Source: an optimization exercise on an open RTL-to-GDS flow (aim: small area, a short achievable clock period and few clock cycles per item). Production flows keep margins and buffers that such runs may drop. RTL that was checked went through simulation tests only; none was proved equivalent to the original. The RTL of runs 1 and 2 was laid out without a check of its function. No activity file was given, so power comes from the tool's default toggle rates.

==> flow/design.v <==
module sio_ctrl (
    input  wire        clk,
    input  wire        rst,           
    input  wire        req_valid,
    output wire        req_ready,
    input  wire [35:0] req_word,      
    output wire        rsp_valid,
    output wire [15:0] rsp_data,
    output wire        rsp_refused,
    output wire [1:0]  rsp_mode,
    output wire [1:0]  rsp_tmode,
    output wire        rsp_sock,
    output wire        ev_valid,
    input  wire        ev_ready,
    output wire [4:0]  ev_kind,
    output wire [47:0] ev_data,
    input  wire        ev_ok,
    input  wire [15:0] ev_rdata
);
    localparam [3:0] OP_WRCNT   = 4'h1,
                     OP_WSIOCNT = 4'h2,
                     OP_WDATA   = 4'h3,
                     OP_RDATA   = 4'h4,
                     OP_WOTHER  = 4'h5,
                     OP_RESET   = 4'h8,
                     OP_SETDRV  = 4'h9,
                     OP_DESTROY = 4'hA;
    localparam [1:0] T_IDLE = 2'd0, T_PARSE = 2'd1, T_SEND = 2'd2, T_RECV = 2'd3;
    localparam CAP_INIT = 0, CAP_DEINIT = 1, CAP_LOAD = 2, CAP_UNLOAD = 3, CAP_WREG = 4;
    localparam [4:0] EV_ATTACH        = 5'd1,
                     EV_INIT          = 5'd2,
                     EV_DEINIT        = 5'd3,
                     EV_LOAD          = 5'd4,
                     EV_UNLOAD        = 5'd5,
                     EV_DRVWR_RCNT    = 5'd6,
                     EV_DRVWR_SIOCNT  = 5'd7,
                     EV_DRVWR_OTHER   = 5'd8,
                     EV_RAISE_IRQ     = 5'd9,
                     EV_LOG_UNSUPP    = 5'd10,
                     EV_LOG_INITFAIL  = 5'd11,
                     EV_SOCK_CONNECT  = 5'd12,
                     EV_SOCK_SEND     = 5'd13,
                     EV_SOCK_SEND_HDR = 5'd14,
                     EV_SOCK_RECV     = 5'd15,
                     EV_SOCK_CLOSE    = 5'd16;
    reg  [1:0]  rc;             
    reg         s12;            
    reg         alive;
    reg  [15:0] drv0, drv1, drv2;
    reg  [4:0]  cap0, cap1, cap2;
    reg  [1:0]  tmode;
    reg  [7:0]  cursor;
    reg  [2:0]  code;           
    reg  [7:0]  b1, b2, b3, b4, b5, b6;
    reg  [15:0] len;
    reg         sock;
    reg  [15:0] sock_h;
    reg         r_valid;
    reg  [15:0] r_aux;
    reg  [15:0] r_data;
    reg  [6:0]  ev_list;        
    reg         rv_noev;        
    reg         rdy_base;       
    reg         rv_last;        
    reg         rv_lasti;       
    reg         r_init;         
    reg         r_fail;         
    reg         r_refused;
    reg         r_conn;         
    reg         r_sd;           
    reg         r_dnz;          
    reg         r_mop;          
    reg         r_op2;          
    reg         r_des;          
    reg         r_al, r_ah;     
    reg         r_kp;           
    reg         r_k46;          
    reg         r_k7;           
    reg         r_s2, r_s3;     
    reg         r_ff;           
    reg         ev_v;
    reg  [4:0]  ev_k;
    reg  [2:0]  ev_e;           
    reg         ev_udl;         
    reg         ev_udh;         
    reg         ev_us;          
    reg         ev_uh;          
    reg         ev_uc;          
    reg         ev_uv;          
    reg         ev_uo;          
    wire fin  = rv_noev | (ev_ready & (rv_last | (rv_lasti & ev_ok)));
    wire xfer = ev_v & ev_ready;
    assign rsp_valid = fin;
    assign req_ready = rdy_base | (ev_ready & (rv_last | (rv_lasti & ev_ok)));
    wire take = req_valid & req_ready;
    assign ev_valid = ev_v;
    assign ev_kind  = ev_k;
    wire [15:0] drv_sel = ({16{ev_e[0]}} & drv0) | ({16{ev_e[1]}} & drv1) | ({16{ev_e[2]}} & drv2);
    assign ev_data[7:0]   = drv_sel[7:0] | ({8{ev_udl}} & r_data[7:0]) | ({8{ev_us}} & sock_h[7:0]) |
                            ({8{ev_uh}} & b2) | {7'h0, ev_uc};
    assign ev_data[15:8]  = drv_sel[15:8] | ({8{ev_udh}} & r_data[15:8]) | ({8{ev_us}} & sock_h[15:8]) |
                            ({8{ev_uh}} & b1);
    assign ev_data[31:16] = ({16{ev_uv}} & r_data) | ({16{ev_uh}} & {b5, b6}) | ({16{ev_uc}} & 16'h7F00);
    assign ev_data[47:32] = ({16{ev_uo}} & r_aux) | ({16{ev_uh}} & {b3, b4}) | ({16{ev_uc}} & 16'd3141);
    wire [15:0] rsp_keep = {{8{r_kp}}, r_k7, {3{r_k46}}, {4{r_kp}}};
    assign rsp_data = ({{8{r_ah}}, {8{r_al}}} & ev_rdata) | (rsp_keep & r_data) |
                      {16{r_ff}} | {12'h0, r_s3, r_s2, 2'b00};
    assign rsp_refused = r_refused;
    assign rsp_mode    = {rc[1], rc[1] ? rc[0] : s12};
    assign rsp_tmode   = tmode;
    assign rsp_sock    = r_conn ? ev_ok : sock;
    wire [3:0]  q_op   = req_word[35:32];
    wire [15:0] q_aux  = req_word[31:16];
    wire [15:0] q_data = req_word[15:0];
    wire [7:0]  q_b    = q_data[7:0];
    wire        commit = r_valid & r_sd & ~r_fail;
    wire [2:0]  r_k    = {r_aux[1] & r_aux[0], r_aux[1] & ~r_aux[0], ~r_aux[1]};
    wire [4:0]  ncaps  = r_dnz ? r_aux[8:4] : 5'd0;
    wire [4:0]  f_cap0 = (commit & r_k[0]) ? ncaps : cap0;
    wire [4:0]  f_cap1 = (commit & r_k[1]) ? ncaps : cap1;
    wire [4:0]  f_cap2 = (commit & r_k[2]) ? ncaps : cap2;
    wire        f_sock = (r_valid & r_conn) ? ev_ok : sock;
    wire op1 = (q_op == OP_WRCNT);
    wire op2 = (q_op == OP_WSIOCNT);
    wire op3 = (q_op == OP_WDATA);
    wire op4 = (q_op == OP_RDATA);
    wire op5 = (q_op == OP_WOTHER);
    wire op8 = (q_op == OP_RESET);
    wire op9 = (q_op == OP_SETDRV);
    wire opA = (q_op == OP_DESTROY);
    wire ok  = alive & (op1 | op2 | op3 | op4 | op5 | op8 | op9 | opA);
    wire g1  = alive & op1;
    wire g2  = alive & op2;
    wire g3  = alive & op3;
    wire g4  = alive & op4;
    wire g5  = alive & op5;
    wire g8  = alive & op8;
    wire g9  = alive & op9;
    wire gA  = alive & opA;
    wire [1:0]  mode = {rc[1], rc[1] ? rc[0] : s12};
    wire        a0 = ~rc[1];
    wire        a1 = rc[1] & ~rc[0];
    wire        a2 = rc[1] & rc[0];
    wire [2:0]  act = {a2, a1, a0};
    wire [4:0]  acap = ({5{a0}} & f_cap0) | ({5{a1}} & f_cap1) | ({5{a2}} & f_cap2);
    reg  [1:0]  nrc;
    reg         ns12;
    always @* begin
        nrc  = rc;
        ns12 = s12;
        if (g1) nrc = q_data[15:14];
        if (g2) ns12 = q_data[12];
        if (g8) begin nrc = 2'b10; ns12 = 1'b0; end
    end
    wire        d15 = q_data[15];
    wire        d14 = q_data[14];
    wire        u1  = acap[CAP_UNLOAD] & (d15 ? (d14 ? ~a2 : ~a1) : rc[1]);
    wire        l1  = d15 ? (d14 ? ~a2 & f_cap2[CAP_LOAD] : ~a1 & f_cap1[CAP_LOAD])
                          : rc[1] & f_cap0[CAP_LOAD];
    wire        w1  = d15 ? (d14 ? f_cap2[CAP_WREG] : f_cap1[CAP_WREG]) : f_cap0[CAP_WREG];
    wire [2:0]  ns1 = {d15 & d14, d15 & ~d14, ~d15};
    wire        chg2 = ~rc[1] & (q_data[12] ^ s12);
    wire        u2  = chg2 & acap[CAP_UNLOAD];
    wire        l2  = chg2 & acap[CAP_LOAD];
    wire        w2  = acap[CAP_WREG];
    wire        irq2 = ~w2 & ~rc[1] & q_data[7] & q_data[0] & q_data[14];
    wire        w5  = acap[CAP_WREG];
    wire        u8  = acap[CAP_UNLOAD];
    wire        l8  = f_cap1[CAP_LOAD];
    wire        sd_bad = q_aux[2];
    wire        k0 = ~q_aux[1];
    wire        k1 = q_aux[1] & ~q_aux[0];
    wire        k2 = q_aux[1] & q_aux[0];
    wire        ku = (k0 & a0 & f_cap0[CAP_UNLOAD]) | (k1 & a1 & f_cap1[CAP_UNLOAD]) |
                     (k2 & a2 & f_cap2[CAP_UNLOAD]);
    wire        kd = (k0 & f_cap0[CAP_DEINIT]) | (k1 & f_cap1[CAP_DEINIT]) | (k2 & f_cap2[CAP_DEINIT]);
    wire        k_act = (k0 & a0) | (k1 & a1) | (k2 & a2);
    wire [4:0]  sd_caps = q_aux[8:4];
    wire        d_nz = |q_data;
    wire        s0 = ~sd_bad & ku;                        
    wire        s1 = ~sd_bad & kd;                        
    wire        s2 = ~sd_bad & d_nz;                      
    wire        s6 = s2 & k_act & sd_caps[CAP_LOAD];      
    wire        c7    = (|cursor[7:3]) | (&cursor[2:0]);
    wire        c0    = (cursor == 8'd0);
    wire        is_fe = (q_b == 8'hFE);
    wire        t_send = (tmode == T_SEND);
    wire        t_recv = (tmode == T_RECV);
    wire        t_pend = (tmode == T_PARSE) & ~c0;       
    wire        ds_s  = (code == 3'd2) & c7 & sock;
    wire        dr_s  = (code == 3'd3) & sock;
    wire        dc_s  = (code == 3'd5) & c7 & ~sock;
    wire        dl_s  = (code == 3'd6) & sock;
    wire        disp  = t_pend & is_fe;
    wire        d_send = disp & ds_s;
    wire        d_recv = disp & dr_s;
    wire        d_conn = disp & dc_s;
    wire        d_clos = disp & dl_s;
    wire        rem_last = ~(|{b6, b5[7:1]});    
    wire [4:0]  lA = {f_sock, f_cap2[CAP_DEINIT], f_cap1[CAP_DEINIT], f_cap0[CAP_DEINIT], acap[CAP_UNLOAD]};
    wire [6:0]  q_list =
        ({7{g1}} & {4'b0, w1, l1, u1}) |
        ({7{g2}} & {3'b0, irq2, w2, l2, u2}) |
        ({7{g5}} & {4'b0, w5, 2'b0}) |
        ({7{g8}} & {5'b0, l8, u8}) |
        ({7{g3}} & {6'b0, t_send | (t_pend & (ds_s | dc_s | dl_s) & is_fe)}) |
        ({7{g4}} & {6'b0, t_recv}) |
        ({7{g9}} & {s6, sd_bad | (d_nz & sd_caps[CAP_INIT]),
                    s2 & sd_caps[CAP_INIT] & sd_caps[CAP_DEINIT], s2 & sd_caps[CAP_INIT], s2, s1, s0}) |
        ({7{gA}} & {2'b0, lA});
    function [6:0] lowbit;
        input [6:0] l;
        begin
            lowbit = l & ~{l[5:0], 1'b0} & ~{l[4:0], 2'b0} & ~{l[3:0], 3'b0} &
                     ~{l[2:0], 4'b0} & ~{l[1:0], 5'b0} & ~{l[0], 6'b0};
        end
    endfunction
    function one_at_most;
        input [6:0] l;
        begin
            one_at_most = ~(|(l & ~lowbit(l)));
        end
    endfunction
    wire [4:0] k_mode1 = u1 ? EV_UNLOAD : l1 ? EV_LOAD : EV_DRVWR_RCNT;
    wire [4:0] k_mode2 = u2 ? EV_UNLOAD : l2 ? EV_LOAD : w2 ? EV_DRVWR_SIOCNT : EV_RAISE_IRQ;
    wire [4:0] k_mode8 = u8 ? EV_UNLOAD : EV_LOAD;
    wire [4:0] k_wdata = t_send ? EV_SOCK_SEND : (code == 3'd2) ? EV_SOCK_SEND_HDR :
                         (code == 3'd5) ? EV_SOCK_CONNECT : EV_SOCK_CLOSE;
    wire [4:0] k_sd    = s0 ? EV_UNLOAD : s1 ? EV_DEINIT : sd_bad ? EV_LOG_UNSUPP : EV_ATTACH;
    wire [4:0] k_des   = lA[0] ? EV_UNLOAD : (lA[3:1] != 3'd0) ? EV_DEINIT : EV_SOCK_CLOSE;
    wire [6:0] fA      = lowbit({2'b0, lA});
    wire [4:0] qf_kind =
        ({5{op1}} & k_mode1) | ({5{op2}} & k_mode2) | ({5{op5}} & EV_DRVWR_OTHER) |
        ({5{op8}} & k_mode8) | ({5{op3}} & k_wdata) | ({5{op4}} & EV_SOCK_RECV) |
        ({5{op9}} & k_sd)    | ({5{opA}} & k_des);
    wire [2:0] qf_e =
        ({3{op1}} & (u1 ? act : ns1)) |
        ({3{op2}} & (u2 | l2 | w2 ? act : 3'b000)) |
        ({3{op5}} & act) |
        ({3{op8}} & (u8 ? act : 3'b010)) |
        ({3{op9 & (s0 | s1)}} & {k2, k1, k0}) |
        ({3{opA}} & (lA[0] ? act : fA[3:1]));
    wire       qf_udl = (op3 & t_send) | (op9 & ~s0 & ~s1 & ~sd_bad);
    wire       qf_udh = op9 & ~s0 & ~s1 & ~sd_bad;
    wire       qf_us  = (op3 & ~t_send & (code != 3'd2) & (code != 3'd5)) | (opA & ~(|lA[3:0]));
    wire       qf_uh  = op3 & ~t_send & (code == 3'd2);
    wire       qf_uc  = op3 & ~t_send & (code == 3'd5);
    wire       qf_uv  = (op1 & ~u1 & ~l1) | (op2 & ~u2 & ~l2 & w2) | op5;
    wire       qf_uo  = op5;
    wire       last1 = one_at_most({4'b0, w1, l1, u1});
    wire       last2 = one_at_most({3'b0, irq2, w2, l2, u2});
    wire       last8 = ~(u8 & l8);
    wire       last9 = sd_bad | (s0 ? ~s1 & ~d_nz : s1 ? ~d_nz : ~sd_caps[CAP_INIT] & ~s6);
    wire       lastA = one_at_most({2'b0, lA});
    wire       qf_last = (op1 & last1) | (op2 & last2) | op3 | op4 | op5 | (op8 & last8) |
                         (op9 & last9) | (opA & lastA);
    wire [6:0] cur = lowbit(ev_list);
    reg  [6:0] rest;
    always @* begin
        rest = ev_list & ~cur;
        if (r_init) begin
            if (ev_ok) rest[5:4] = 2'b00;
            else       rest[6]   = 1'b0;
        end
    end
    wire [6:0] nx = lowbit(rest);
    wire       nx_init = r_sd & nx[3];
    wire [6:0] nx_rest = rest & ~nx;
    wire       nx_last = nx_init ? ~nx_rest[6] : ~(|nx_rest);
    reg  [4:0] nx_kind;
    reg  [2:0] nx_e;
    reg        nx_ud, nx_us;
    always @* begin
        nx_kind = 5'd0;
        nx_e    = 3'd0;
        nx_ud   = 1'b0;
        nx_us   = 1'b0;
        if (r_mop) begin
            if (nx[1]) begin nx_kind = EV_LOAD; nx_e = {a2, a1, a0}; end
            if (nx[2]) begin nx_kind = r_op2 ? EV_DRVWR_SIOCNT : EV_DRVWR_RCNT; nx_e = {a2, a1, a0}; end
            if (nx[3]) nx_kind = EV_RAISE_IRQ;
        end
        if (r_sd) begin
            if (nx[1]) begin nx_kind = EV_DEINIT; nx_e = r_k; end
            if (nx[2]) begin nx_kind = EV_ATTACH; nx_ud = 1'b1; end
            if (nx[3]) begin nx_kind = EV_INIT;   nx_ud = 1'b1; end
            if (nx[4]) begin nx_kind = EV_DEINIT; nx_ud = 1'b1; end
            if (nx[5]) nx_kind = EV_LOG_INITFAIL;
            if (nx[6]) begin nx_kind = EV_LOAD;   nx_ud = 1'b1; end
        end
        if (r_des) begin
            if (nx[1]) begin nx_kind = EV_DEINIT; nx_e = 3'b001; end
            if (nx[2]) begin nx_kind = EV_DEINIT; nx_e = 3'b010; end
            if (nx[3]) begin nx_kind = EV_DEINIT; nx_e = 3'b100; end
            if (nx[4]) begin nx_kind = EV_SOCK_CLOSE; nx_us = 1'b1; end
        end
    end
    wire [15:0] rem_dec = {b6, b5} - 16'd1;
    wire        t_parse = (tmode == T_PARSE);
    wire [6:1]  w_b;                  
    genvar gi;
    generate for (gi = 1; gi <= 6; gi = gi + 1) begin : g_wb
        assign w_b[gi] = t_parse & (cursor == gi);
    end endgenerate
    wire        b_take = take & g3;
    wire        cnt56  = (g3 & t_send) | (g4 & t_recv);
    wire [1:0]  en56   = {2{cnt56}} |
                         ({2{g3}} & (is_fe ? {2{t_pend & dr_s}} : w_b[6:5]));
    always @(posedge clk) begin
        if (rst) begin
            r_valid <= 1'b0;
            rv_noev <= 1'b0;
            rdy_base <= 1'b1;
            rv_last <= 1'b0;
            rv_lasti <= 1'b0;
            ev_v    <= 1'b0;
            r_fail  <= 1'b0;
            r_conn  <= 1'b0;
            r_sd    <= 1'b0;
            rc      <= 2'b10;
            s12     <= 1'b0;
            alive   <= 1'b1;
            cap0    <= 5'd0;
            cap1    <= 5'd0;
            cap2    <= 5'd0;
            tmode   <= T_IDLE;
            len     <= 16'h0;
            sock    <= 1'b0;
        end else begin
            if (fin & r_conn) begin
                sock <= ev_ok;
            end
            if (fin & commit) begin
                if (r_k[0]) cap0 <= ncaps;
                if (r_k[1]) cap1 <= ncaps;
                if (r_k[2]) cap2 <= ncaps;
            end
            if (take) begin
                r_valid <= 1'b1;
                rv_noev <= ~(|q_list);
                rdy_base <= ~(|q_list);
                rv_last <= (|q_list) & qf_last;
                rv_lasti <= 1'b0;
                ev_v    <= |q_list;
                r_fail  <= 1'b0;
                r_conn  <= g3 & d_conn;
                r_sd    <= g9 & ~sd_bad;
                rc  <= nrc;
                s12 <= ns12;
                if (gA) begin
                    alive <= 1'b0;
                    sock  <= 1'b0;
                end
                if (g3) begin
                    case (tmode)
                        T_IDLE:  if (q_b == 8'h89) tmode <= T_PARSE;
                        T_PARSE: begin
                            if (c0) begin
                                if (q_b[7:1] == 7'h00 || q_b[7:1] == 7'h7F) tmode <= T_IDLE;
                            end else if (is_fe) begin
                                tmode <= d_send ? T_SEND : d_recv ? T_RECV : T_IDLE;
                                if (d_clos) sock <= 1'b0;
                                if (d_send) len <= {b6, b5};
                            end else if (&cursor)
                                tmode <= T_IDLE;
                        end
                        T_SEND:  if (rem_last) tmode <= T_IDLE;
                        default: ;
                    endcase
                end
                if (g4 & t_recv & rem_last)
                    tmode <= T_IDLE;
            end else if (fin) begin
                r_valid <= 1'b0;
                rv_noev <= 1'b0;
                rdy_base <= 1'b1;
                rv_last <= 1'b0;
                rv_lasti <= 1'b0;
                ev_v    <= 1'b0;
            end else if (xfer) begin
                ev_v <= |rest;
                rv_noev <= ~(|rest);
                rdy_base <= ~(|rest);
                rv_last <= (|rest) & nx_last & ~nx_init;
                rv_lasti <= nx_last & nx_init;
                if (r_init & ~ev_ok)
                    r_fail <= 1'b1;
            end
        end
    end
    always @(posedge clk) begin
        if (fin & r_conn & ev_ok)
            sock_h <= ev_rdata;
        if (fin & commit) begin
            if (r_k[0]) drv0 <= r_data;
            if (r_k[1]) drv1 <= r_data;
            if (r_k[2]) drv2 <= r_data;
        end
        if (take) begin
            r_aux     <= q_aux;
            r_data    <= q_data;
            ev_list   <= q_list;
            r_init    <= 1'b0;
            r_refused <= ~ok;
            r_dnz     <= d_nz;
            r_mop     <= op1 | op2 | op8;
            r_op2     <= op2;
            r_des     <= opA;
            r_al  <= (g2 & w2) | (g5 & w5) | (g4 & t_recv);
            r_ah  <= (g2 & w2) | (g5 & w5);
            r_kp  <= (g2 & ~w2) | (g5 & ~w5);
            r_k46 <= (g2 & ~w2 & ~a1) | (g5 & ~w5);
            r_k7  <= (g2 & ~w2 & ~(~rc[1] & q_data[0])) | (g5 & ~w5);
            r_s2  <= g2 & ~w2 & ~a2;
            r_s3  <= g2 & ~w2 & a1;
            r_ff  <= g4 & ~t_recv;
            ev_k   <= qf_kind;
            ev_e   <= qf_e;
            ev_udl <= qf_udl;
            ev_udh <= qf_udh;
            ev_us  <= qf_us;
            ev_uh  <= qf_uh;
            ev_uc  <= qf_uc;
            ev_uv  <= qf_uv;
            ev_uo  <= qf_uo;
        end else if (xfer & ~fin) begin
            ev_list <= rest;
            r_init  <= nx_init;
            ev_k    <= nx_kind;
            ev_e    <= nx_e;
            ev_udl  <= nx_ud;
            ev_udh  <= nx_ud;
            ev_us   <= nx_us;
            ev_uh   <= 1'b0;
            ev_uc   <= 1'b0;
            ev_uv   <= r_mop & nx[2];
            ev_uo   <= 1'b0;
        end
        if (take & g3) begin
            if (tmode == T_IDLE)
                cursor <= 8'd0;
            else if (tmode == T_PARSE) begin
                if (c0) begin
                    if (q_b[7:3] == 5'd0 && q_b[2:1] != 2'b00) begin
                        code   <= q_b[2:0];
                        cursor <= 8'd1;
                    end
                end else if (~is_fe)
                    cursor <= cursor + 8'd1;
            end
        end
        if (b_take & ~is_fe & w_b[1]) b1 <= q_b;
        if (b_take & ~is_fe & w_b[2]) b2 <= q_b;
        if (b_take & ~is_fe & w_b[3]) b3 <= q_b;
        if (b_take & ~is_fe & w_b[4]) b4 <= q_b;
        if (take & en56[0]) b5 <= t_parse ? (is_fe ? len[7:0]  : q_b) : rem_dec[7:0];
        if (take & en56[1]) b6 <= t_parse ? (is_fe ? len[15:8] : q_b) : rem_dec[15:8];
    end
endmodule
==> flow/flow/run.sh <==
#!/bin/bash
# Standard layout, with the port buffers made from the smallest buffer cell
# (repair_timing and repair_design upsize them where timing needs it).
set -euo pipefail
export BUFFER_PORTS_ARGS="-buffer_cell sky130_fd_sc_hd__buf_1"
bash standard.sh > standard_flow.log 2>&1
==> flow/standard.sh <==
#!/bin/bash
# synth_recipe.tcl (not shown) runs the flow's synth.tcl, then flattens the netlist and writes it again
# the make line also repeats each setting of config.mk as NAME=value (left out here)
make -C /OpenROAD-flow-scripts/flow DESIGN_CONFIG=/design/flow/config.mk WORK_HOME=/design/flow/orfs CLKGATE_MAP_FILE= SYNTH_SCRIPT=/design/flow/synth_recipe.tcl "${@:-finish}"
==> flow/config.mk <==
export PLATFORM = sky130hd
export DESIGN_NAME = sio_ctrl
export DESIGN_NICKNAME = sio_ctrl
export VERILOG_FILES = /design/flow/design.v
export SDC_FILE = /design/flow/constraint.sdc
export NUM_CORES = 4
export LEC_CHECK = 0
export ABC_AREA = 1
export CAP_MARGIN = 20
export CORE_MARGIN = 2
export CORE_UTILIZATION = 40
export CTS_CLUSTER_DIAMETER = 80
export CTS_CLUSTER_SIZE = 25
export PLACE_DENSITY = 0.6
export SETUP_SLACK_MARGIN = 3.0
export SLEW_MARGIN = 20
export TNS_END_PERCENT = 0
==> flow/constraint.sdc <==
create_clock -name core_clock -period 6.0 [get_ports {clk}]
set_input_delay 1.2000 -clock core_clock [delete_from_list [all_inputs] [get_ports {clk}]]
set_output_delay 1.2000 -clock core_clock [all_outputs]
set_load 0.01 [all_outputs]
==> impl_results.md, run 1 <==
- Worst Setup Start Kind: register
- Clock Latency Late Sink: 510 ps
- Post-Place Cells: 1814
- Core Area: 29500 µm²
- # nets final: 1516
- Largest net degree at the start of global routing: 51
- Final hold violations: 0
- Worst r2r src: tmode[1]
- Clk buf depth: 3
- Vias: 10.2k
- Peak Freq: 317 MHz
- Ports: 135
- Met2 wire len: 17.0 mm
- Via density: 5.54
- Static Leakage: 5.21 nW
- Iteration-0 DRC Markers: 1260
- YS warnings: 1
- #FFs+latches synth: 235
- Netlist cell types: 54
- Setup TNS Final: 0 ps
- Grt total ovfl: 0
- Gp weighted congestion: 0.964
- Row cnt: 63
- Antenna cells: 0
- VDD IR max: 0.173 mV
- Fin. max-slew vios: 0
- Routed WL: 37.3 mm
- Hold wc startpoint: cap2[2]
- DRC viols: 0
- Highest Signal Layer: met4
- Hold Path Class: register to register
- Fraction of layout cells with a size suffix above 1: 6.60%
- RSZ-0062 raised after global routing: yes
- Worst-margin pin slew: 1020 ps
- Primary FF master, synth: edfxtp_1
- Wirelength per Cell: 20.2 µm
- Commonest non-fill, non-tap cell in the layout: nand2_1
- Critical Path AT: 1950 ps
- Worst-case reg-to-reg path depth: 8
- Final Critical Period: 3150 ps
- Met3 wire length: 2.59 mm
- Die area: 31200 µm²
- # H-tree levels: 1
- Finished Layout Cells: 1845
- Power density cells: 271 nW/µm²
- Post-DP HPWL: 28.2 mm
- Crit. End Element: output pin
- Commonest cells after routing, fill and taps aside: nand2_1 (306), edfxtp_1 (190), inv_1 (150)
- Worst reg2reg endpoint: b6[3]
- Setup crit end: ev_data[30]
- Post-Route Skew: 20.3 ps
- # clock sinks: 235
- Setup-failing EPs final: 0
- Metal-1 WL: 16.8 mm
- Chip height: 177 µm
- Post-Syn Nets: 1396
- Initial Util: 40.5%
- Syn Std Cell Area: 11900 µm²
- Syn Inst Count: 1328
- Async set-reset flop share out of synthesis: 0%
- Post-synth EDFFs: 190
- Reg-to-reg setup timing slack: 3090 ps
- CTS tree: yes
- ANT nets after route: 0
- Vias in the first global route: 9277
- Number of antenna violations at the first check in global routing: 0
- Syn-to-layout area delta: 12.6%
- Status: no timing/DRC/antenna violations
- Total track usage: 23.4%
- Drt pass-1 iters: 6
- Crit path max fanout: 34
- Die X: 177 µm
- Total power: 3.63 mW
- Worst-path clk slew: 90 ps
- Wire length of the first global-routing pass: 55.6 mm
- WP data required: 4800 ps
- Num CTS Buffers: 16
- Clk root buf: clkbuf_16
- Final Util: 45.6%
- Critical path class: register to output pin
- Maxcap violations: 0
- # port buffers: 134
- Relative slew slack: 31.9%
- Final Cycle Share: 52.5%
- Synthesized area per cell: 8.99 µm²
- CP startpoint: ev_uh
- Post-synthesis sequential area ratio: 55.3%
==> synth_stat cells, types with 11 or more instances <==
cell      count  area (µm²)
a21oi_1      84         420
a221o_1      19         190
a221oi_1     15         131
a22o_1       12         105
clkbuf_1     34         128
dfxtp_1      45         901
edfxtp_1    190        5710
ha_1         11         138
inv_1       153         574
nand2_1     306        1150
nand3_1      94         470
nand3_2      11         110
nand4_1      20         125
nor2_1      122         458
nor3_1       18        90.1
o21ai_0      90         450
==> worst max-delay path, stage by stage (launching register included) <==
cell	delay [ps]
edfxtp_1	360
buf_6	260
clkinvlp_4	120
buf_4	180
o21ai_0	320
buf_1	190
==> per-layer routing <==
layer | up-vias | global-route usage, %
li1 | 4832 | -
met1 | 4916 | 33.9
met2 | 423 | 36.7
met3 | 50 | 3.35
met4 | 0 | 6.44
met5 | - | 0
==> kinds of logic (layout without fill, tap and decap cells) <==
group,Yosys count,after routing,synth area share [%]
XOR/XNOR,7,7,0.514
AND/OR/NAND/NOR,604,604,22.4
buffers and inverters,206,333,6.87
flip-flops,235,235,55.3
AO/OA/AOI/OAI,265,265,13.7
adder cells (fa/ha/maj),11,11,1.15
==> through the flow <==
stage	cell area [µm²]	hold slack, ps	worst slack [ps]
6_report	13400	463	2850
2_1_floorplan	11900	430	2880
5_1_grt	13400	480	2810
3_3_place_gp	12800	448	1970
4_1_cts	13400	464	2640
3_5_place_dp	12800	450	1960
==> cell type report <==
cell class                 instances  area, µm²
clock buffer                      17        425
clock inverter                     8        106
fill                            2897      16000
inverter                         158        598
multi-input combinational        887       4540
sequential                       235       6610
tap                              390        488
timing repair buffer             150        668
==> timing repair <==
action                                  CTS  global route
resized for setup                         4            12
pin swaps                                 1             2
endpoints found under the setup margin  125           157
setup buffers                             1             5
hold buffers                              0             0
==> worst min path at each step <==
stage / endpoint / slack [ps] / cells after the start
3_3_place_gp: cap0[4] / 450 / 2
3_5_place_dp: cap2[2] / 450 / 2
6_report: cap2[2] / 460 / 2
4_1_cts: cap2[2] / 460 / 2
2_1_floorplan: cap0[4] / 430 / 2
5_1_grt: cap0[4] / 480 / 2
==> registers in the layout, indices dropped and copies added (netlist names), 3 cells and up <==
register and count:
drv0 16, ev_list 7, r_aux 16, cap1 4, sock_h 16, ev_k 5, len 16, b2 8
cap2 4, r_data 16, drv2 16, code 3, drv1 16, cap0 4, ev_e 3, b5 8
b1 8, b3 8, cursor 8, b6 8, b4 8
==> where the power goes <==
| part | internal (mW) | switching (mW) | total, mW |
|---|---|---|---|
| clock network | 0.551 | 0.624 | 1.18 |
| registers | 1.84 | 0.0958 | 1.93 |
| logic | 0.167 | 0.358 | 0.525 |
| total | 2.56 | 1.08 | 3.63 |
==> run 2, diff against run 1 <==
==> flow/flow/run.sh (replaced) <==
#!/bin/bash
# The standard layout flow, with two changes:
#  1. Port buffers are made from the smallest buffer cell (repair_timing and
#     repair_design upsize them where timing needs it).
#  2. Clock tree synthesis inserts no dummy loads (the sink clustering is as
#     set in config.mk).
# The whole flow's output goes to standard_flow.log in this folder.
set -euo pipefail
export BUFFER_PORTS_ARGS="-buffer_cell sky130_fd_sc_hd__buf_1"
export CTS_ARGS="-sink_clustering_enable -repair_clock_nets -sink_clustering_size 25 -sink_clustering_max_diameter 80 -dont_use_dummy_load"
bash standard.sh > standard_flow.log 2>&1
--- a/flow/config.mk
+++ b/flow/config.mk
@@ -12,6 +12,6 @@
 export CTS_CLUSTER_DIAMETER = 80
 export CTS_CLUSTER_SIZE = 25
 export PLACE_DENSITY = 0.6
-export SETUP_SLACK_MARGIN = 3.0
+export SETUP_SLACK_MARGIN = 3.1
 export SLEW_MARGIN = 20
 export TNS_END_PERCENT = 0
==> impl_results.md, run 2 <==
- Core Area: 29500 µm² (unchanged)
- Final hold violations: 0 (unchanged)
- Fillers: 2965 (was 2897)
- Total track usage: 23.8% (was 23.4%)
- Post-Place Cells: 1813 (was 1814)
- CTS tree: yes (unchanged)
- WP data required: 4800 ps (about the same)
- Worst r2r src: tmode[1] (unchanged)
- Final Cycle Share: 53.3% (was 52.5%)
- Finished Layout Cells: 1833 (was 1845)
- Critical path class: input pin to output pin (was register to output pin)
- Critical Path AT: 2000 ps (was 1950 ps)
- Setup TNS Final: 0 ps (unchanged)
- Post-DP HPWL: 28.2 mm (about the same)
- Number of antenna violations at the first check in global routing: 0 (unchanged)
- Via density: 5.61 (was 5.54)
- WHS: 462 ps (was 463 ps)
- Primary FF master, synth: edfxtp_1 (unchanged)
- Ports: 135 (unchanged)
- Clk root buf: clkbuf_16 (unchanged)
- CP Cell Sequence: clkbuf_2 -> a21o_1 -> a21oi_4 -> inv_1 -> buf_1 (was buf_6 -> clkinvlp_4 -> buf_4 -> o21ai_0 -> buf_1)
- Netlist cell types: 54 (unchanged)
- DRC viols: 0 (unchanged)
- Crit path max fanout: 6 (was 34)
- Iteration-0 DRC Markers: 944 (was 1260)
- Setup-failing EPs final: 0 (unchanged)
- #FFs+latches synth: 235 (unchanged)
- Final Critical Period: 3200 ps (was 3150 ps)
- Vias in the first global route: 9696 (was 9277)
- Crit. End Element: output pin (unchanged)
- Largest net degree at the start of global routing: 49 (was 51)
- Static Leakage: 5.12 nW (was 5.21 nW)
- Num CTS Buffers: 16 (unchanged)
- YS warnings: 1 (unchanged)
- CP peak stage delay: 230 ps (was 360 ps)
- Synth cell count leaders: nand2_1 (306), edfxtp_1 (190), inv_1 (153) (unchanged)
- Wire length of the first global-routing pass: 56.5 mm (was 55.6 mm)
- Worst-margin pin slew: 868 ps (was 1020 ps)
- Hold Path Class: register to register (unchanged)
- CP startpoint: ev_ok (was ev_uh)
- Worst Setup Start Kind: input pin (was register)
- Die area: 31200 µm² (unchanged)
- RSZ-0062 raised after global routing: yes (unchanged)
- Peak Freq: 313 MHz (was 317 MHz)
- Vias: 10.3k (was 10.2k)
- Fraction of layout cells with a size suffix above 1: 5.62% (was 6.60%)
- Buffers and inverters on the worst path: 3 (was 4)
- Syn Inst Count: 1328 (unchanged)
- Top-count cell post-synth: nand2_1 (unchanged)
- Top delay family on crit path: buffers and inverters (unchanged)
- # nets final: 1512 (was 1516)
- ANT nets after route: 0 (unchanged)
- Worst-path clk slew: 50 ps (was 90 ps)
- Post-Syn Nets: 1396 (unchanged)
- Commonest cells after routing, fill and taps aside: nand2_1 (305), edfxtp_1 (190), inv_1 (152) (was nand2_1 (306), edfxtp_1 (190), inv_1 (150))
- Synthesized area per cell: 8.99 µm² (unchanged)
- Gp weighted congestion: 0.958 (was 0.964)
- # port buffers: 134 (unchanged)
- Syn-to-layout area delta: 11.0% (was 12.6%)
- Row cnt: 63 (unchanged)
- Syn Std Cell Area: 11900 µm² (unchanged)
- Pre-CTS setup slack: 1970 ps (was 1960 ps)
- Post-synth EDFFs: 190 (unchanged)
- Leading area contributor after synthesis: edfxtp_1 (unchanged)
- Area of the multi-input gates: 4540 µm² (unchanged)
- Status: no timing/DRC/antenna violations (unchanged)
- Post-synthesis sequential area ratio: 55.3% (unchanged)
- Maxcap violations: 0 (unchanged)
- Wirelength per Cell: 20.5 µm (was 20.2 µm)
- Area fraction of the dominant cell type after synthesis: 47.8% (unchanged)
- Clock Latency Late Sink: 500 ps (was 510 ps)
- Async set-reset flop share out of synthesis: 0% (unchanged)
- Largest cells by area after synthesis: edfxtp_1 (48%), nand2_1 (9.6%), dfxtp_1 (7.5%), inv_1 (4.8%), nand3_1 (3.9%) (unchanged)
- Setup ws final: 2800 ps (was 2850 ps)
- # clock sinks: 235 (unchanged)
- Hold wc startpoint: cap2[2] (unchanged)
- Commonest non-fill, non-tap cell in the layout: nand2_1 (unchanged)
- Die X: 177 µm (unchanged)
- Chip height: 177 µm (unchanged)
- Drt pass-1 iters: 6 (unchanged)
- Grt total ovfl: 0 (unchanged)
- Power density cells: 262 nW/µm² (was 271 nW/µm²)
- Clk buf depth: 3 (unchanged)
- Hold Buf Count CTS: 0 (unchanged)
- VDD IR max: 0.152 mV (was 0.173 mV)
- FF/Latch Area: 6610 µm² (unchanged)
- Routed WL: 37.6 mm (was 37.3 mm)
- Post-Route Skew: 42.2 ps (was 20.3 ps)
- Slowest CP cell: a21o_1 (was edfxtp_1)
- # H-tree levels: 1 (unchanged)
- Initial Util: 40.5% (unchanged)
- Fin. max-slew vios: 0 (unchanged)
- Relative slew slack: 42.1% (was 31.9%)
==> run 2: changes by cell type in the layout (fill, tap and decap cells not counted), sizes merged <==
cell	delta
clkbuf	-2
clkinvlp	-1
clkinv	-4
inv	-3
buf	-3
diode	+1
==> run 2: timing repair <==
| item | 4_1_cts | 5_1_grt |
|---|---|---|
| endpoints found under the setup margin | 181 | 226 |
| gates resized for setup | 4 | 7 |
| buffers inserted | 2 | 1 |
| pin swaps | 2 | 0 |
==> run 2: cell families after synthesis <==
family | Yosys count | synth area share, %
flip-flops | 235 | 55.3
buffers and inverters | 206 | 6.87
XOR/XNOR | 7 | 0.514
AO/OA/AOI/OAI | 265 | 13.7
AND/OR/NAND/NOR | 604 | 22.4
adder cells (fa/ha/maj) | 11 | 1.15
==> run 2: final timing paths <==
kind / endpoint / slack [ps] / cells past startpoint
setup / recovery: rsp_valid / 2800 / 5
hold / removal: cap2[2] / 460 / 2
hold reg to reg: cap2[2] / 460 / 2
setup reg to reg: b5[0] / 3170 / 8
==> run 2: cell type report <==
class	count	area share, %
sequential	235	49.9
multi-input combinational	887	34.3
timing repair buffer	146	4.59
inverter	158	4.50
tap	390	3.68
clock buffer	16	3.02
antenna	1	0.0189
==> run 2: worst register-to-register path, stage by stage (launching register included) <==
cell and delay, ps:
dfxtp_1 360, inv_1 120, ha_2 410, inv_1 380, nor2_1 380, nand3_1 160
nand2_1 120, nand3_1 80, a21oi_2 460
==> run 2: stage by stage <==
stage / area, µm² / utilization [%] / power (mW)
3_3_place_gp: 12800 / 43.3 / 2.47
2_1_floorplan: 11900 / - / 2.25
6_report: 13200 / 44.9 / 3.47
3_5_place_dp: 12800 / 43.3 / 2.48
5_1_grt: 13200 / 44.9 / 3.60
4_1_cts: 13200 / 44.8 / 3.48
==> run 2: power breakdown <==
part	total (mW)	switching (mW)	internal [mW]
combinational	0.514	0.356	0.158
sequential	1.94	0.103	1.84
clock	1.01	0.536	0.476
==> run 2: routing by layer <==
layer  up-vias  wire length (µm)  global-route usage, %
li1       4816                 -                      -
met3        78              2920                   4.21
met2       463             16800                   36.9
met1      4917             16600                   33.4
met4         0              1240                   8.33
met5         -                 0                      0
==> run 3, diff against run 2 <==
--- a/flow/design.v
+++ b/flow/design.v
@@ -60,7 +60,6 @@
     reg  [15:0] r_data;
     reg  [6:0]  ev_list;        
     reg         rv_noev;        
-    reg         rdy_base;       
     reg         rv_last;        
     reg         rv_lasti;       
     reg         r_init;         
@@ -91,7 +90,7 @@
     wire fin  = rv_noev | (ev_ready & (rv_last | (rv_lasti & ev_ok)));
     wire xfer = ev_v & ev_ready;
     assign rsp_valid = fin;
-    assign req_ready = rdy_base | (ev_ready & (rv_last | (rv_lasti & ev_ok)));
+    assign req_ready = ~r_valid | fin;
     wire take = req_valid & req_ready;
     assign ev_valid = ev_v;
     assign ev_kind  = ev_k;
@@ -310,7 +309,6 @@
         if (rst) begin
             r_valid <= 1'b0;
             rv_noev <= 1'b0;
-            rdy_base <= 1'b1;
             rv_last <= 1'b0;
             rv_lasti <= 1'b0;
             ev_v    <= 1'b0;
@@ -338,7 +336,6 @@
             if (take) begin
                 r_valid <= 1'b1;
                 rv_noev <= ~(|q_list);
-                rdy_base <= ~(|q_list);
                 rv_last <= (|q_list) & qf_last;
                 rv_lasti <= 1'b0;
                 ev_v    <= |q_list;
@@ -373,14 +370,12 @@
             end else if (fin) begin
                 r_valid <= 1'b0;
                 rv_noev <= 1'b0;
-                rdy_base <= 1'b1;
                 rv_last <= 1'b0;
                 rv_lasti <= 1'b0;
                 ev_v    <= 1'b0;
             end else if (xfer) begin
                 ev_v <= |rest;
                 rv_noev <= ~(|rest);
-                rdy_base <= ~(|rest);
                 rv_last <= (|rest) & nx_last & ~nx_init;
                 rv_lasti <= nx_last & nx_init;
                 if (r_init & ~ev_ok)
--- a/flow/config.mk
+++ b/flow/config.mk
@@ -12,6 +12,6 @@
 export CTS_CLUSTER_DIAMETER = 80
 export CTS_CLUSTER_SIZE = 25
 export PLACE_DENSITY = 0.6
-export SETUP_SLACK_MARGIN = 3.1
+export SETUP_SLACK_MARGIN = 3.0
 export SLEW_MARGIN = 20
 export TNS_END_PERCENT = 0
==> impl_results.md, run 3 <==
- DRC viols: 0 (unchanged)
- Leading area contributor after synthesis: edfxtp_1 (unchanged)
- Met2 wire len: 16.4 mm (was 16.8 mm)
- Finished Cell Area: 13200 µm² (about the same)
- Syn-to-layout area delta: 12.2% (was 11.0%)
- Critical Path AT: 1910 ps (was 2000 ps)
- Slowest CP cell: a21oi_4 (was a21o_1)
- # H-tree levels: 1 (unchanged)
- Wirelength per Cell: 20.2 µm (was 20.5 µm)
- Initial Util: 40.8% (was 40.5%)
- Grt total ovfl: 0 (unchanged)
- Via density: 5.56 (was 5.61)
- Synth cell count leaders: nand2_1 (321), edfxtp_1 (190), nor2_1 (134) (was nand2_1 (306), edfxtp_1 (190), inv_1 (153))
- # port buffers: 134 (unchanged)
- Met3 wire length: 2.96 mm (was 2.92 mm)
- Setup TNS Final: 0 ps (unchanged)
- Post-DP HPWL: 27.6 mm (was 28.2 mm)
- Chip height: 175 µm (was 177 µm)
- Largest cells by area after synthesis: edfxtp_1 (49%), nand2_1 (10%), dfxtp_1 (7.5%), nor2_1 (4.3%), inv_1 (4.0%) (was edfxtp_1 (48%), nand2_1 (9.6%), dfxtp_1 (7.5%), inv_1 (4.8%), nand3_1 (3.9%))
- Mux cell area share after synthesis: 0% (unchanged)
- Post-synthesis xor/xnor area fraction: 0.448% (was 0.514%)
- Num CTS Buffers: 16 (unchanged)
- Netlist cell types: 51 (was 54)
- Worst-margin pin slew: 941 ps (was 868 ps)
- Routed WL: 36.5 mm (was 37.6 mm)
- Async set-reset flop share out of synthesis: 0% (unchanged)
- Maxcap violations: 0 (unchanged)
- Post-Syn Nets: 1366 (was 1396)
- Dpl cell area: 12600 µm² (was 12800 µm²)
- Drt pass-1 iters: 7 (was 6)
- Crit. End Element: output pin (unchanged)
- WP data required: 4800 ps (about the same)
- Clk buf depth: 3 (unchanged)
- RSZ-0062 raised after global routing: yes (unchanged)
- Power density cells: 263 nW/µm² (was 262 nW/µm²)
- Wire length of the first global-routing pass: 54.8 mm (was 56.5 mm)
- Relative slew slack: 37.2% (was 42.1%)
- # nets final: 1495 (was 1512)
- Vias: 10.1k (was 10.3k)
- VDD IR max: 0.139 mV (was 0.152 mV)
- Fraction of layout cells with a size suffix above 1: 6.88% (was 5.62%)
- Die area: 30700 µm² (was 31200 µm²)
- Synth Area in Compound Gates: 14.5% (was 13.7%)
- YS warnings: 1 (unchanged)
- Final hold violations: 0 (unchanged)
- Synth Area in Adders: 1.17% (was 1.15%)
- Top-count cell post-synth: nand2_1 (unchanged)
- CP peak stage delay: 190 ps (was 230 ps)
- Setup-failing EPs final: 0 (unchanged)
- Post-synth EDFFs: 190 (unchanged)
- Setup ws final: 2890 ps (was 2800 ps)
- CTS tree: yes (unchanged)
- Number of antenna violations at the first check in global routing: 0 (unchanged)
- # clock sinks: 234 (was 235)
- Primary FF master, synth: edfxtp_1 (unchanged)
- Total power: 3.47 mW (about the same)
- #FFs+latches synth: 234 (was 235)
- Vias in the first global route: 9205 (was 9696)
- Iteration-0 DRC Markers: 1026 (was 944)
- Synthesized area per cell: 9.04 µm² (was 8.99 µm²)
- Critical path class: input pin to output pin (unchanged)
- Largest family of logic cells by synthesized area: simple AND/OR/NAND/NOR gates (unchanged)
- Final Critical Period: 3110 ps (was 3200 ps)
- Syn Std Cell Area: 11700 µm² (was 11900 µm²)
- Highest Signal Layer: met4 (unchanged)
- Largest net degree at the start of global routing: 41 (was 49)
- Gp weighted congestion: 0.975 (was 0.958)
- Commonest cells after routing, fill and taps aside: nand2_1 (319), edfxtp_1 (190), nor2_1 (129) (was nand2_1 (305), edfxtp_1 (190), inv_1 (152))
- Row cnt: 62 (was 63)
- Static Leakage: 5.03 nW (was 5.12 nW)
- Fin. max-slew vios: 0 (unchanged)
- Metal-1 WL: 16.2 mm (was 16.6 mm)
- Final Cycle Share: 51.8% (was 53.3%)
- Worst-path clk slew: 50 ps (about the same)
- Commonest non-fill, non-tap cell in the layout: nand2_1 (unchanged)
- Syn Inst Count: 1298 (was 1328)
- Worst Setup Start Kind: input pin (unchanged)
- Clk root buf: clkbuf_16 (unchanged)
- Crit path max fanout: 5 (was 6)
- CP Cell Sequence: buf_4 -> a21o_1 -> a21oi_4 -> nand2_2 -> buf_6 (was clkbuf_2 -> a21o_1 -> a21oi_4 -> inv_1 -> buf_1)
- ANT nets after route: 0 (unchanged)
- Pre-CTS setup slack: 2140 ps (was 1970 ps)
- Post-synthesis sequential area ratio: 56.1% (was 55.3%)
- Simple-Gate Fraction of Synth Area: 21.7% (was 22.4%)
- Total track usage: 23.3% (was 23.8%)
- Die X: 175 µm (was 177 µm)
- Status: no timing/DRC/antenna violations (unchanged)
- Core Area: 28800 µm² (was 29500 µm²)
- Area fraction of the dominant cell type after synthesis: 48.6% (was 47.8%)
- Ports: 135 (unchanged)
- Clock Latency Late Sink: 510 ps (was 500 ps)
- Peak Freq: 322 MHz (was 313 MHz)
- Antenna cells: 0 (was 1)
- Hold Path Class: register to register (unchanged)
- Post-Route Skew: 49.0 ps (was 42.2 ps)
## run 3: final timing paths
check | slack, ps | endpoint | from | cells after the start
min | 470 | cap1[2] | cap1[2] | 2
max reg2reg | 3160 | b6[5] | tmode[1] | 8
max | 2890 | req_ready | ev_ok | 5
min reg2reg | 470 | cap1[2] | cap1[2] | 2
## run 3: what timing repair did
item,CTS,global route
setup endpoints to repair,144,142
hold buffers,0,0
setup buffers,6,2
pin swaps,2,0
gates resized for setup,13,10
## run 3: per-stage QoR
step	instances	utilization, %	hold slack (ps)
6_report	1809	45.8	466
5_1_grt	1809	45.8	497
4_1_cts	1807	45.6	471
3_5_place_dp	1785	43.9	462
3_3_place_gp	1785	43.9	447
2_1_floorplan	1298	-	430
## run 3: logic make-up after synthesis
| group | count (synthesis) |
|---|---|
| adder cells (fa/ha/maj) | 11 |
| buffers and inverters | 181 |
| AND/OR/NAND/NOR | 599 |
| XOR/XNOR | 6 |
| flip-flops | 234 |
| AO/OA/AOI/OAI | 267 |
## run 3: final cells by class
type | instances | area (µm²)
multi-input cells | 883 | 4490
fillers | 2850 | 15600
clock buffers | 16 | 400
repair buffers | 153 | 692
flip-flops and latches | 234 | 6590
well taps | 384 | 480
inverters | 139 | 527
## run 3: power by group
part           internal, mW  leakage (nW)  switching [mW]  total, mW
sequential             1.83          2.12          0.0839       1.91
clock                 0.476         0.197           0.535       1.01
combinational         0.175          2.71           0.367      0.542
total                  2.48          5.03           0.985       3.47
## run 3: per-layer routing
layer	global-route usage (%)	vias to the layer above
met5	0	-
met4	6.94	0
met3	2.92	67
met2	36.2	461
met1	34.1	4759
li1	-	4763
## run 3: critical path: cells and delay by family
kind	cells	cell delay, ps
buffers and inverters	2	260
and+or+nand+nor	1	80
AOI/OAI and AO/OA	2	370
Testbench counts of run 3, summed over its fixed seeds: cycles 26,843, items 25,959.
==> run 4, diff against run 3 <==
==> flow/flow/run.sh (replaced) <==
#!/bin/bash
# The standard layout flow, with two changes:
#  1. Port buffers are made from the smallest buffer cell (repair_timing and
#     repair_design upsize them where timing needs it).
#  2. Synthesis runs the standard flow's own script through flow/synth_wrap.tcl, which
#     only swaps the ABC script used to map the logic between flip-flops.
# The whole flow's output goes to standard_flow.log in this folder.
set -euo pipefail
WORK=$(pwd)
export BUFFER_PORTS_ARGS="-buffer_cell sky130_fd_sc_hd__buf_1"
ORIG_SYNTH_SCRIPT=$(grep -o 'SYNTH_SCRIPT=[^ ]*' standard.sh | head -1 | cut -d= -f2- | tr -d "'")
export ORIG_SYNTH_SCRIPT
sed "s#SYNTH_SCRIPT=[^ ]*#SYNTH_SCRIPT=$WORK/flow/synth_wrap.tcl#" standard.sh > standard_wrap.sh
bash standard_wrap.sh > standard_flow.log 2>&1
==> flow/flow/synth_wrap.tcl (new file) <==
# Wraps the standard flow's synthesis script (ORIG_SYNTH_SCRIPT) and changes one thing:
# the logic between the flip-flops is mapped with Yosys's default ABC script
# (an area-oriented mapping) instead of ORFS's. The -script, -D and -constr
# arguments of ORFS's abc call are dropped; -liberty and -dont_use are kept.
# Everything before the mapping, the flip-flops included, is unchanged.
proc abc {args} {
  set kept {}
  set skip 0
  foreach x $args {
    if {$skip} { set skip 0; continue }
    if {$x eq "-script" || $x eq "-D" || $x eq "-constr"} { set skip 1; continue }
    lappend kept $x
  }
  yosys abc {*}$kept
}
source $::env(ORIG_SYNTH_SCRIPT)
==> impl_results.md, run 4 <==
- Clk root buf: clkbuf_16 (unchanged)
- Synth cell count leaders: edfxtp_1 (190), nand2_1 (132), a21oi_1 (87) (was nand2_1 (321), edfxtp_1 (190), nor2_1 (134))
- Fillers: 2515 (was 2850)
- Final Critical Period: 3160 ps (was 3110 ps)
- Initial Util: 40.8% (about the same)
- Gp weighted congestion: 0.967 (was 0.975)
- Fin. max-slew vios: 0 (unchanged)
- Largest net degree at the start of global routing: 76 (was 41)
- Area fraction of the dominant cell type after synthesis: 51.9% (was 48.6%)
- Post-DP HPWL: 26.4 mm (was 27.6 mm)
- Commonest non-fill, non-tap cell in the layout: edfxtp_1 (was nand2_1)
- Sequential share of power: 54.0% (was 55.2%)
- Netlist cell types: 61 (was 51)
- Critical path class: input pin to register (was input pin to output pin)
- Async set-reset flop share out of synthesis: 0% (unchanged)
- Syn Inst Count: 977 (was 1298)
- Post-synthesis sequential area ratio: 59.9% (was 56.1%)
- Drt pass-1 iters: 6 (was 7)
- Ports: 135 (unchanged)
- Worst hold stages: 2 (unchanged)
- Hold Path Class: register to register (unchanged)
- # nets final: 1236 (was 1495)
- WP data required: 6390 ps (was 4800 ps)
- Routed WL: 37.4 mm (was 36.5 mm)
- Worst-margin pin slew: 768 ps (was 941 ps)
- Setup-failing EPs final: 0 (unchanged)
- Clock Latency Late Sink: 500 ps (was 510 ps)
- Final Cycle Share: 52.7% (was 51.8%)
- Relative slew slack: 48.3% (was 37.2%)
- VDD IR max: 0.132 mV (was 0.139 mV)
- Chip height: 170 µm (was 175 µm)
- Number of antenna violations at the first check in global routing: 0 (unchanged)
- Die area: 28800 µm² (was 30700 µm²)
- Setup ws final: 2840 ps (was 2890 ps)
- Row cnt: 60 (was 62)
- Post-Route Skew: 12.1 ps (was 49.0 ps)
- Reg-to-reg setup timing slack: 2920 ps (was 3160 ps)
- Clk buf depth: 3 (unchanged)
- Worst-case reg-to-reg path depth: 10 (was 8)
- Sw frac: 26.8% (was 28.4%)
- Crit path max fanout: 7 (was 5)
- Worst reg2reg endpoint: rv_last (was b6[5])
- Vias: 9488 (was 10.1k)
- Post-synth EDFFs: 190 (unchanged)
- Grt total ovfl: 0 (unchanged)
- YS warnings: 1 (unchanged)
- Commonest cells after routing, fill and taps aside: edfxtp_1 (190), nand2_1 (130), buf_1 (123) (was nand2_1 (319), edfxtp_1 (190), nor2_1 (129))
- DRC viols: 0 (unchanged)
- Post-Syn Nets: 1045 (was 1366)
- Leading area contributor after synthesis: edfxtp_1 (unchanged)
- Die X: 170 µm (was 175 µm)
- Num CTS Buffers: 16 (unchanged)
- Static Leakage: 4.16 nW (was 5.03 nW)
- Core Area: 27000 µm² (was 28800 µm²)
- # clock sinks: 234 (unchanged)
- Hold wc startpoint: len[5] (was cap1[2])
- Iteration-0 DRC Markers: 1426 (was 1026)
- Wirelength per Cell: 24.6 µm (was 20.2 µm)
- Top-count cell post-synth: edfxtp_1 (was nand2_1)
- Switching pwr: 0.922 mW (was 0.985 mW)
- ANT nets after route: 0 (unchanged)
- Worst-path clk slew: 90 ps (was 50 ps)
- # H-tree levels: 1 (unchanged)
- Maxcap violations: 0 (unchanged)
- Status: no timing/DRC/antenna violations (unchanged)
- Peak Freq: 316 MHz (was 322 MHz)
- #FFs+latches synth: 234 (unchanged)
- Wire length of the first global-routing pass: 55.8 mm (was 54.8 mm)
- Synthesized area per cell: 11.2 µm² (was 9.04 µm²)
- Primary FF master, synth: edfxtp_1 (unchanged)
- Worst Setup Start Kind: input pin (unchanged)
- Post-Place Cells: 1465 (was 1785)
- Crit. End Element: register (was output pin)
- Dpl cell area: 12100 µm² (was 12600 µm²)
- Finished Layout Cells: 1520 (was 1809)
- Largest cells by area after synthesis: edfxtp_1 (52%), dfxtp_1 (8.0%), nand2_1 (4.5%), a21oi_1 (4.0%), a222oi_1 (2.8%) (was edfxtp_1 (49%), nand2_1 (10%), dfxtp_1 (7.5%), nor2_1 (4.3%), inv_1 (4.0%))
- Critical Path AT: 3550 ps (was 1910 ps)
- Setup TNS Final: 0 ps (unchanged)
- Pre-CTS setup slack: 1800 ps (was 2140 ps)
- Worst r2r src: r_aux[1] (was tmode[1])
- Final hold violations: 0 (unchanged)
- Via density: 6.24 (was 5.56)
- CTS tree: yes (unchanged)
- # port buffers: 134 (unchanged)
- Worst Hold End: len[5] (was cap1[2])
- Comb power frac: 10.5% (was 15.6%)
- Internal cell power: 2.52 mW (was 2.48 mW)
- Power density cells: 263 nW/µm² (about the same)
- Total track usage: 25.5% (was 23.3%)
- Syn Std Cell Area: 11000 µm² (was 11700 µm²)
- Fraction of layout cells with a size suffix above 1: 10.5% (was 6.88%)
- Syn-to-layout area delta: 19.4% (was 12.2%)
- Finished Cell Area: 13100 µm² (was 13200 µm²)
- Clock power share: 35.4% (was 29.2%)
- RSZ-0062 raised after global routing: yes (unchanged)
- Vias in the first global route: 8897 (was 9205)
[run 4: cell types whose count changed after synthesis, moves of 39 or more]
cell and delta:
nand2_1 -189, inv_1 -126, nor2_1 -58, nor3_1 +39
o21ai_0 -50, nand3_1 -56
[run 4: cell families (layout without fill, tap and decap cells)]
kind of cell             count (synthesis)  count (layout)  synth area share [%]
AO/OA/AOI/OAI                          307             307                  19.8
XOR/XNOR                                11              11                 0.877
adder cells (fa/ha/maj)                 11              11                  1.25
buffers and inverters                   24             224                 0.854
flip-flops                             234             234                  59.9
multiplexers                             6               6                 0.569
other                                    0               2                     0
AND/OR/NAND/NOR                        384             384                  16.7
[run 4: final cells by class]
type                       instances  area (µm²)  area share [%]
tap                              341         427            3.25
antenna                            2        5.00          0.0381
timing repair buffer             174         872            6.65
clock buffer                      17         425            3.24
inverter                          23         123           0.935
multi-input combinational        719        4540            34.6
clock inverter                    10         133            1.01
sequential                       234        6590            50.2
[run 4: layer usage]
layer / global-route usage (%) / share of wire, %
met1: 38.8 / 45
met2: 39.0 / 45
met3: 3.59 / 8.5
met4: 5.17 / 1.8
met5: 0 / 0
[run 4: worst max-delay path: stages]
cell and delay [ps]:
buf_12 110, or3_4 380, or3_4 400, or2_4 300, a2bb2oi_2 140, o221a_1 260
a31oi_1 120, a211oi_2 260, a31oi_2 80, o31a_1 300
[run 4: what timing repair did]
item / CTS / global route
gates cloned: 0 / 0
resized for setup: 47 / 24
hold buffers: 0 / 0
buffers inserted: 17 / 9
pin swaps: 5 / 8
endpoints found under the setup margin: 141 / 131
[run 4: how the worst max path moves through the flow]
| stage | to | start | slack, ps | cells past startpoint |
|---|---|---|---|---|
| CTS | rv_last | req_word[4] | 2860 | 10 |
| global route | rv_last | req_word[5] | 2780 | 10 |
| floorplan | drv2[0] | ev_ok | 2510 | 4 |
| global placement | rv_last | req_word[4] | 1880 | 10 |
| finish | rv_last | req_word[5] | 2840 | 10 |
| detailed placement | rv_last | req_word[2] | 1800 | 10 |
[run 4: stage by stage]
stage          utilization, %  hold slack, ps  total power, mW
6_report                 48.7             458             3.44
5_1_grt                  48.7             478             3.56
3_3_place_gp             44.7             444             2.22
4_1_cts                  48.0             460             3.46
2_1_floorplan               -             431             2.05
3_5_place_dp             44.7             447             2.22
[run 4: power by group through the flow]
stage / combinational, mW / sequential (mW) / clock, mW
6_report: 0.363 / 1.86 / 1.22
5_1_grt: 0.391 / 1.86 / 1.30
4_1_cts: 0.353 / 1.86 / 1.25
3_5_place_dp: 0.312 / 1.91 / 0
3_3_place_gp: 0.313 / 1.91 / 0
2_1_floorplan: 0.173 / 1.88 / 0
==> run 5, diff against run 4 <==
==> flow/flow/run.sh (replaced) <==
#!/bin/bash
# The standard layout flow, with two changes:
#  1. Port buffers are made from the smallest buffer cell (repair_timing and
#     repair_design upsize them where timing needs it).
#  2. Synthesis runs the standard flow's own script through flow/synth_wrap.tcl, which
#     only swaps the ABC script (flow/map.abc) used to map the logic between
#     the flip-flops.
# The whole flow's output goes to standard_flow.log in this folder.
set -euo pipefail
WORK=$(pwd)
export BUFFER_PORTS_ARGS="-buffer_cell sky130_fd_sc_hd__buf_1"
export MAP_ABC="$WORK/flow/map.abc"
ORIG_SYNTH_SCRIPT=$(grep -o 'SYNTH_SCRIPT=[^ ]*' standard.sh | head -1 | cut -d= -f2- | tr -d "'")
export ORIG_SYNTH_SCRIPT
sed "s#SYNTH_SCRIPT=[^ ]*#SYNTH_SCRIPT=$WORK/flow/synth_wrap.tcl#" standard.sh > standard_wrap.sh
bash standard_wrap.sh > standard_flow.log 2>&1
==> flow/flow/map.abc (new file) <==
strash
&get -n
&dch
&nf
&put
topo
==> flow/flow/synth_wrap.tcl (replaced) <==
# Wraps the standard flow's synthesis script (ORIG_SYNTH_SCRIPT) and changes one thing:
# the ABC script that maps the logic between the flip-flops is flow/map.abc
# instead of ORFS's (the other abc arguments are kept). Everything before the
# mapping, the flip-flops included, is unchanged.
proc abc {args} {
  set kept {}
  set skip 0
  foreach x $args {
    if {$skip} { set skip 0; continue }
    if {$x eq "-script"} { set skip 1; continue }
    lappend kept $x
  }
  yosys abc -script $::env(MAP_ABC) {*}$kept
}
source $::env(ORIG_SYNTH_SCRIPT)
==> impl_results.md, run 5 <==
- RSZ-0062 raised after global routing: yes (unchanged)
- Post-DP HPWL: 25.8 mm (was 26.4 mm)
- Post-synthesis sequential area ratio: 59.2% (was 59.9%)
- Synth cell count leaders: edfxtp_1 (190), nor2_1 (128), nand2_1 (125) (was edfxtp_1 (190), nand2_1 (132), a21oi_1 (87))
- # nets final: 1256 (was 1236)
- Worst hold stages: 2 (unchanged)
- WP data required: 4800 ps (was 6390 ps)
- Vias: 9530 (was 9488)
- Finished Cell Area: 13400 µm² (was 13100 µm²)
- Worst-case reg-to-reg path depth: 9 (was 10)
- Final hold violations: 0 (unchanged)
- YS warnings: 1 (unchanged)
- Worst Setup Start Kind: input pin (unchanged)
- Chip height: 171 µm (was 170 µm)
- Slowest CP cell: a21oi_2 (was or3_4)
- Gp weighted congestion: 0.974 (was 0.967)
- Syn Inst Count: 996 (was 977)
- Syn-to-layout area delta: 20.5% (was 19.4%)
- Wire length of the first global-routing pass: 55.1 mm (was 55.8 mm)
- Hold Path Class: register to register (unchanged)
- Clock Latency Late Sink: 510 ps (was 500 ps)
- Hold Buf Count CTS: 0 (unchanged)
- Largest net degree at the start of global routing: 72 (was 76)
- ANT nets after route: 0 (unchanged)
- Vias in the first global route: 8862 (was 8897)
- Wirelength per Cell: 23.6 µm (was 24.6 µm)
- Die X: 171 µm (was 170 µm)
- Critical Path AT: 1830 ps (was 3550 ps)
- Clk root buf: clkbuf_16 (unchanged)
- Commonest cells after routing, fill and taps aside: edfxtp_1 (190), nor2_1 (125), nand2_1 (121) (was edfxtp_1 (190), nand2_1 (130), buf_1 (123))
- Total power: 3.61 mW (was 3.44 mW)
- Worst-margin pin slew: 741 ps (was 768 ps)
- Fin. max-slew vios: 0 (unchanged)
- Setup-failing EPs final: 0 (unchanged)
- Fraction of layout cells with a size suffix above 1: 11.2% (was 10.5%)
- Fillers: 2565 (was 2515)
- Worst r2r src: r_aux[1] (unchanged)
- Post-Place Cells: 1519 (was 1465)
- Maxcap violations: 0 (unchanged)
- Crit path max fanout: 7 (unchanged)
- Routed WL: 37.2 mm (was 37.4 mm)
- Antenna cells: 0 (was 2)
- Most frequent CP cell: nand2_2 (was or3_4)
- Ports: 135 (unchanged)
- Area fraction of the dominant cell type after synthesis: 51.3% (was 51.9%)
- Hold wc startpoint: rv_last (was len[5])
- Iteration-0 DRC Markers: 1341 (was 1426)
- Setup TNS Final: 0 ps (unchanged)
- Setup ws final: 2970 ps (was 2840 ps)
- Worst-path clk slew: 90 ps (about the same)
- Row cnt: 61 (was 60)
- WHS: 486 ps (was 458 ps)
- Status: no timing/DRC/antenna violations (unchanged)
- Clk buf depth: 3 (unchanged)
- Leading area contributor after synthesis: edfxtp_1 (unchanged)
- Commonest non-fill, non-tap cell in the layout: edfxtp_1 (unchanged)
- Peak Freq: 330 MHz (was 316 MHz)
- Top-count cell post-synth: edfxtp_1 (unchanged)
- Crit. End Element: output pin (was register)
- # H-tree levels: 1 (unchanged)
- Drt pass-1 iters: 8 (was 6)
- Reg-to-reg setup timing slack: 2980 ps (was 2920 ps)
- Post-Route Skew: 25.5 ps (was 12.1 ps)
- DRC viols: 0 (unchanged)
- Largest cells by area after synthesis: edfxtp_1 (51%), dfxtp_1 (7.9%), nor2_1 (4.3%), nand2_1 (4.2%), a222oi_1 (2.8%) (was edfxtp_1 (52%), dfxtp_1 (8.0%), nand2_1 (4.5%), a21oi_1 (4.0%), a222oi_1 (2.8%))
- # port buffers: 134 (unchanged)
- Synthesized area per cell: 11.2 µm² (about the same)
- Num CTS Buffers: 16 (unchanged)
- VDD IR max: 0.162 mV (was 0.132 mV)
- Core Area: 27600 µm² (was 27000 µm²)
- Pre-CTS setup slack: 1850 ps (was 1800 ps)
- Critical path class: input pin to output pin (was input pin to register)
- Grt total ovfl: 0 (unchanged)
- Post-Syn Nets: 1064 (was 1045)
- Total track usage: 24.9% (was 25.5%)
- Dpl cell area: 12200 µm² (was 12100 µm²)
- Number of antenna violations at the first check in global routing: 0 (unchanged)
- Syn Std Cell Area: 11100 µm² (was 11000 µm²)
- Netlist cell types: 64 (was 61)
- Power density cells: 269 nW/µm² (was 263 nW/µm²)
- CP peak stage delay: 150 ps (was 400 ps)
- Final Critical Period: 3030 ps (was 3160 ps)
- Relative slew slack: 50.6% (was 48.3%)
- Final Cycle Share: 50.5% (was 52.7%)
- #FFs+latches synth: 234 (unchanged)
- Via density: 6.05 (was 6.24)
- CP Cell Sequence: buf_12 -> nand2_4 -> nand2_2 -> a21oi_2 -> nand2_2 -> buf_6 (was buf_12 -> or3_4 -> or3_4 -> or2_4 -> a2bb2oi_2 -> o221a_1 -> a31oi_1 -> a211oi_2 -> a31oi_2 -> o31a_1)
- Initial Util: 40.4% (was 40.8%)
- Final Util: 48.7% (about the same)
- Worst Hold End: rv_last (was len[5])
- Die area: 29200 µm² (was 28800 µm²)
- Static Leakage: 4.39 nW (was 4.16 nW)
- CTS tree: yes (unchanged)
- Finished Layout Cells: 1574 (was 1520)
- Post-synth EDFFs: 190 (unchanged)
- Async set-reset flop share out of synthesis: 0% (unchanged)
- # clock sinks: 234 (unchanged)
- Primary FF master, synth: edfxtp_1 (unchanged)
- Worst reg2reg endpoint: ev_k[1] (was rv_last)
[run 5: cell types whose count changed after synthesis, sizes merged, moves of 5 or more]
cell and change:
o21ai -7, nor2 +52, nor3 -12, a221oi +5, nand2b +5, xor2 +6
a31oi -5, a21oi -39, nand2 -7
[run 5: final cells by class]
class | instances | area (µm²) | area share (%)
multi-input combinational | 738 | 4730 | 35.3
tap | 378 | 473 | 3.53
clock inverter | 9 | 85.1 | 0.635
sequential | 234 | 6590 | 49.2
clock buffer | 17 | 425 | 3.17
timing repair buffer | 175 | 978 | 7.30
inverter | 23 | 116 | 0.868
[run 5: worst max-delay path by stage]
stage | cells after the start | end | slack, ps | startpoint
finish | 6 | req_ready | 2970 | ev_ok
detailed placement | 10 | rv_last | 1850 | req_word[4]
global route | 10 | rv_last | 2890 | r_sd
CTS | 4 | ev_data[7] | 2810 | ev_uh
floorplan | 4 | drv2[0] | 2510 | ev_ok
global placement | 9 | b2[0] | 1950 | ev_ok
[run 5: worst max-delay path: cells and delay by family]
kind	cells	cell delay, ps
AO/OA/AOI/OAI	1	150
AND/OR/NAND/NOR	3	210
buffers and inverters	2	260
[run 5: logic make-up after synthesis]
kind of cell / after synthesis / share of synthesized area [%]
xor gates and xnor gates: 15 / 1.18
muxes: 8 / 0.742
and+or+nand+nor: 430 / 18.3
buffers and inverters: 24 / 0.844
DFF: 234 / 59.2
adders and majority gates: 12 / 1.33
AOI/OAI and AO/OA: 273 / 18.4
[run 5: per-layer routing]
metal / vias up / global-route usage [%] / wire [µm] / part of all wire (%)
li1: 4348 / - / - / -
met1: 4622 / 37.5 / 16600 / 45
met2: 500 / 37.8 / 16300 / 44
met3: 60 / 3.56 / 3440 / 9.2
met4: 0 / 6.61 / 893 / 2.4
met5: - / 0 / 0 / 0
[run 5: what timing repair did]
item / in CTS / in global routing
gates cloned: 0 / 2
endpoints found under the setup margin: 149 / 147
setup buffers: 3 / 23
pin swaps: 2 / 13
endpoints found under the hold margin: 0 / 0
gates resized for setup: 29 / 65
[run 5: report_power, final]
| part | internal, mW | leakage, nW | switching (mW) |
|---|---|---|---|
| Clock | 0.539 | 0.255 | 0.602 |
| Combinational | 0.200 | 2.01 | 0.358 |
| Sequential | 1.83 | 2.13 | 0.0792 |

## re-timing with driven ports
How much do the figures lean on ideal ports? The routed layouts below were timed once more, with nothing changed but the port constraints. Step 1, drivers: a clkbuf_16 drives clk and a buf_2 each remaining input, both assumed. Step 2 times the ports against the registers' clock, not the clock port: input delays grow and output delays shrink by t, the midpoint of the rising clock arrivals with the driver on. Slacks: ideal / step 1 / step 2; pairs: ideal / step 1.
run	t, ns	setup WS [ns]	clock arrival spread, ns	worst register clock-pin slew, ns	cell pins on the clock port's net
run 1	0.549	2.849 / 2.800 / 2.458	0.025 / 0.026	0.10 / 0.10	1
run 2	0.529	2.804 / 2.759 / 2.457	0.044 / 0.044	0.10 / 0.10	1
run 3	0.532	2.891 / 2.871 / 2.569	0.049 / 0.049	0.10 / 0.10	1
run 4	0.548	2.837 / 2.804 / 2.291	0.013 / 0.013	0.09 / 0.09	1
run 5	0.542	2.969 / 2.923 / 2.481	0.026 / 0.027	0.10 / 0.10	1
After both steps setup and hold are still met in every run listed. For run 4, which loses most, drivers alone change the setup slack by -0.033 ns; drivers and shift together by -0.546 ns.
